This design comes from an exercise in tuning for small area, a short achievable clock period and few clock cycles per item on the open sky130 flow, not from production work.
RTL that was checked went through simulation tests only; none was proved equivalent to the original.
No activity file was given, so power comes from the tool's default toggle rates.

== run D ==
==> flow/design.v (excerpt) <==
module muxcodec_quant (
    input  wire        clk,
    input  wire        rst,         
    input  wire        in_valid,
    output wire        in_ready,
    input  wire        in_op,       
    input  wire [2:0]  in_res,      
    input  wire [2:0]  in_qty,      
    input  wire [63:0] in_din,
    output reg         out_valid,
    output reg  [63:0] out_dout,
    output reg  [2:0]  out_err      
);
Size: roughly 3500 cells after synthesis, roughly 140 I/O pins, about 27000 sq um of cells after synthesis.
export LEC_CHECK = 0
export CAP_MARGIN = 20
export CORE_MARGIN = 2
export CORE_UTILIZATION = 40
export SETUP_SLACK_MARGIN = 4.5
export SLEW_MARGIN = 20
create_clock -name core_clock -period 9.0 [get_ports {clk}]
run.sh (not shown) runs the stock make flow with config.mk's settings and CLKGATE_MAP_FILE= SYNTH_SCRIPT=/design/flow/synth_recipe.tcl, a recipe that flattens the netlist after the stock synthesis.
## Diff of input files: run A against run D
--- a/flow/design.v
+++ b/flow/design.v
@@ -15,16 +15,17 @@
     localparam [1:0] K_MUL = 2'd1;    
     localparam [1:0] K_F2F = 2'd2;    
     localparam [1:0] K_F2D = 2'd3;    
     localparam [1:0] C_NONE = 2'd0;
     localparam [1:0] C_ZERO = 2'd1;   
     localparam [1:0] C_INF  = 2'd2;   
     localparam [1:0] C_NAN  = 2'd3;   
     reg         busy;       
+    reg         rdy;        
     reg         fin;        
     reg         first;      
     reg         fr;         
     reg  [1:0]  kind;
     reg  [2:0]  err;        
     reg  [1:0]  cst;        
     reg  [1:0]  res;
     reg  [2:0]  qty;
@@ -36,17 +37,17 @@
     reg         fst;        
     reg         up;         
     reg         sat;        
     reg  [54:0] A;          
     reg  [31:0] B;          
     reg  [10:0] X;          
     reg  [5:0]  T;          
     wire [53:0] inc_out;    
-    assign in_ready = ~busy;
+    assign in_ready = rdy;
     wire accept = in_valid & ~busy;
     reg  [51:0] rom_m;
     reg  [54:0] rom_m3;
     reg  [10:0] rom_c1, rom_cs;
     always @(*) begin
         case ({qty, res})
             5'b000_00: begin rom_m = 52'h47AE147AE147B; rom_m3 = 55'h3D70A3D70A3D71; rom_c1 = 11'd1015; rom_cs = 11'd1024; end
             5'b000_01: begin rom_m = 52'hA36E2EB1C432D; rom_m3 = 55'h4EA4A8C154C987; rom_c1 = 11'd1008; rom_cs = 11'd1025; end
@@ -253,17 +254,18 @@
     wire        m_top  = acc[52];
     wire [52:0] m_man  = m_top ? acc : {acc[51:0], h1};
     wire        m_rb   = m_top ? h1 : h0;
     wire        m_sb   = m_top ? (h0 | g1 | g0 | stk) : (g1 | g0 | stk);
     wire        m_up   = m_rb & (m_sb | m_man[0]);
     wire [53:0] m_rnd  = inc_out;
     wire [10:0] m_exp0 = X + {10'd0, m_top};
     wire [10:0] m_exp1 = X + {9'd0, m_top, ~m_top};
-    wire [10:0] m_exp  = m_rnd[53] ? m_exp1 : m_exp0;
+    wire        m_cy   = m_up & (&acc[51:0]) & (m_top | h1);
+    wire [10:0] m_exp  = m_cy ? m_exp1 : m_exp0;
     wire [63:0] m_dout = {neg, m_exp, m_rnd[51:0]};
     wire [52:0] fm     = ~A[52:0];
     wire        f_rb   = fm[28];
     wire        f_up   = f_rb & (fst | fm[29]);
     wire [7:0]  f_e8   = {~X[7], X[6:0]} & {8{fm[52]}};
     wire [30:0] f_body = inc_out[30:0];
     wire        f_nan  = |fm[51:0];
     reg  [31:0] f_out;
@@ -317,17 +319,17 @@
             K_F2F:   x_step = 11'h001;    
             default: x_step = 11'h7FF;    
         endcase
     end
     wire r1 = (kind == K_F2F) | k_one;
     always @(posedge clk) begin
         out_dout <= r_dout;
         out_err  <= err;
-        if (accept) begin
+        if (~busy) begin
             res   <= in_res[1:0];
             qty   <= in_qty;
             first <= 1'b1;
             fr    <= 1'b0;
             err   <= (in_res == 3'd4) ? 3'd3 : in_res[2] ? 3'd5 : 3'd0;
             h1    <= 1'b0;
             h0    <= 1'b0;
             g1    <= 1'b0;
@@ -414,24 +416,27 @@
                 default: begin
                     B <= {B[30:0], 1'b0};
                     if (first & (B[22:0] == 23'd0)) cst <= C_ZERO;
                 end
             endcase
         end
         if (rst) begin
             busy      <= 1'b0;
+            rdy       <= 1'b1;
             fin       <= 1'b0;
             out_valid <= 1'b0;
         end else begin
             out_valid <= fin;
             if (accept) begin
                 busy <= i_iter;
+                rdy  <= ~i_iter;
                 fin  <= ~i_iter;
             end else if (busy) begin
                 busy <= ~done;
+                rdy  <= done;
                 fin  <= done;
             end else begin
                 fin  <= 1'b0;
             end
         end
     end
 endmodule
--- outcome ---
Comparing run A and run D, number of clock sinks is lower on run D. Lower worst slack at placement among run A and run D: run D. Diff run D -> run A: fraction of area in multi-input gates decreased by 0.28 points relative to the old numbers, wire length increased by about 3.3% relative to the old numbers. Run A: vertical die dimension is 3.3 um lower than what run D reported. Between run A and run D, part of the total power dissipated in the clock network is lower for run D, run A comes in above that. In run A, final-layout clock buffer total is higher than in run D. Fraction of the mapped netlist area in compound gates was lower in run A than in run D.
Testbench counts of run A, summed over its fixed seeds: cycles 71,988, items 12,000.
Function not checked in run D: the RTL went through the layout flow alone.

---

muxcodec_quant, a different RTL version from the one above (not shown whole).
Size: about 4000 cells after synthesis, ~280 flip-flops, roughly 140 I/O pins, roughly 29000 sq um of cells after synthesis.
clock: 9.0 ns
lec_check: 0
cap_margin: 20
core_margin: 2
core_utilization: 40
setup_slack_margin: 4.5
slew_margin: 20
Change:
--- a/flow/design.v
+++ b/flow/design.v
@@ -163,23 +163,23 @@
     always @(*) begin
         for (i = 0; i < 32; i = i + 1)
             i_krev[31 - i] = i_k[i];
     end
     wire        i_e32ff = (i_e32 == 8'hFF);
     wire [22:0] i_m32   = {in_din[22] | (i_e32ff & (|in_din[21:0])), in_din[21:0]};
     wire [10:0] i_x32   = i_e32ff ? 11'h7FF :
                           (i_e32 == 8'd0) ? 11'd897 :
                           {i_e32[7], ~i_e32[7], ~i_e32[7], ~i_e32[7], i_e32[6:0]};
     wire [52:0] d  = {1'b1, rom_m};
-    wire [55:0] S1 = {1'b0, A} + {1'b0, ~{2'b00, d}}       + 56'd1;    
-    wire [55:0] S2 = {1'b0, A} + {1'b0, ~{1'b0, d, 1'b0}}  + 56'd1;    
-    wire [55:0] S3 = {1'b0, A} + {1'b0, ~rom_m3}           + 56'd1;    
+    wire [55:0] S1 = add55(A, ~{2'b00, d},      1'b1);    
+    wire [55:0] S2 = add55(A, ~{1'b0, d, 1'b0}, 1'b1);    
+    wire [55:0] S3 = add55(A, ~rom_m3,          1'b1);    
     wire        ge1 = S1[55], ge2 = S2[55], ge3 = S3[55];
     wire        qb0 = ge2;                    
     wire        qb1 = ge3 | (ge1 & ~ge2);     
     wire        kr0    = B[31], kr1 = B[30];
     wire        km0    = (neg & seen) ? ~kr0 : kr0;
     wire        seen0  = seen | kr0;
     wire        km1    = (neg & seen0) ? ~kr1 : kr1;
     wire        seen1  = seen0 | kr1;
     wire        k_one  = (neg ? (&B[30:0]) : ~(|B[30:0])) & (~neg | seen0);
     reg  [1:0]  sel;
@@ -316,21 +316,21 @@
             K_DIV:   x_step = 11'h7FE;    
             K_MUL:   x_step = k_one ? 11'h001 : 11'h002;    
             K_F2F:   x_step = 11'h001;    
             default: x_step = 11'h7FF;    
         endcase
     end
     wire r1 = (kind == K_F2F) | k_one;
     always @(posedge clk) begin
         out_dout <= r_dout;
         out_err  <= err;
-        if (~busy) begin
+        if (accept) begin
             res   <= in_res[1:0];
             qty   <= in_qty;
             first <= 1'b1;
             fr    <= 1'b0;
             err   <= (in_res == 3'd4) ? 3'd3 : in_res[2] ? 3'd5 : 3'd0;
             h1    <= 1'b0;
             h0    <= 1'b0;
             g1    <= 1'b0;
             g0    <= 1'b0;
             stk   <= 1'b0;
Hold slack loses 34 ps.
Design area goes down by about 11%.
First-iteration DRC count drops by 24%.
Clock skew increases by 9.0 ps.
Routed wire length drops by 21%.
Synthesized cell count falls by 13%.
Worst setup slack is better by 99 ps.
No functional check of the RTL was part of any run of this note.

[static timing again, ports no longer ideal]
In the flow no input, the clock included, has a driving cell. The finished layouts below were timed again as built, in two steps.
Step 1: set_driving_cell puts a clkbuf_16 on clk and a buf_2 on each other input, an assumption about the parent block.
Step 2 adds t to the input delays and takes it off the output delays; t is the mean of the earliest and latest rising clock arrival at the registers after step 1. Input paths then give back, and output paths get back, about the clock's delay inside the block.
a / b / c = ideal / step 1 / step 2; a / b = the first two.
run	t (ns)	slack for setup (ns)	hold slack, ns	worst setup path after step 2	clock arrival spread, ns
run D	0.630	4.323 / 4.323 / 4.068	0.429 / 0.429 / 0.429	input to register	0.027 / 0.026
run A	0.610	4.450 / 4.450 / 4.080	0.389 / 0.389 / 0.389	input to register	0.024 / 0.024
the first run of note 2	0.646	4.397 / 4.397 / 3.958	0.401 / 0.401 / 0.401	input to register	0.029 / 0.028
the second run of note 2	0.683	4.496 / 4.496 / 4.039	0.368 / 0.368 / 0.368	input to register	0.040 / 0.040
After both steps setup and hold are still met in every run listed. The setup slack of the second run of note 2, which loses most, moves by 0.000 ns with the drivers and by -0.457 ns with both steps.
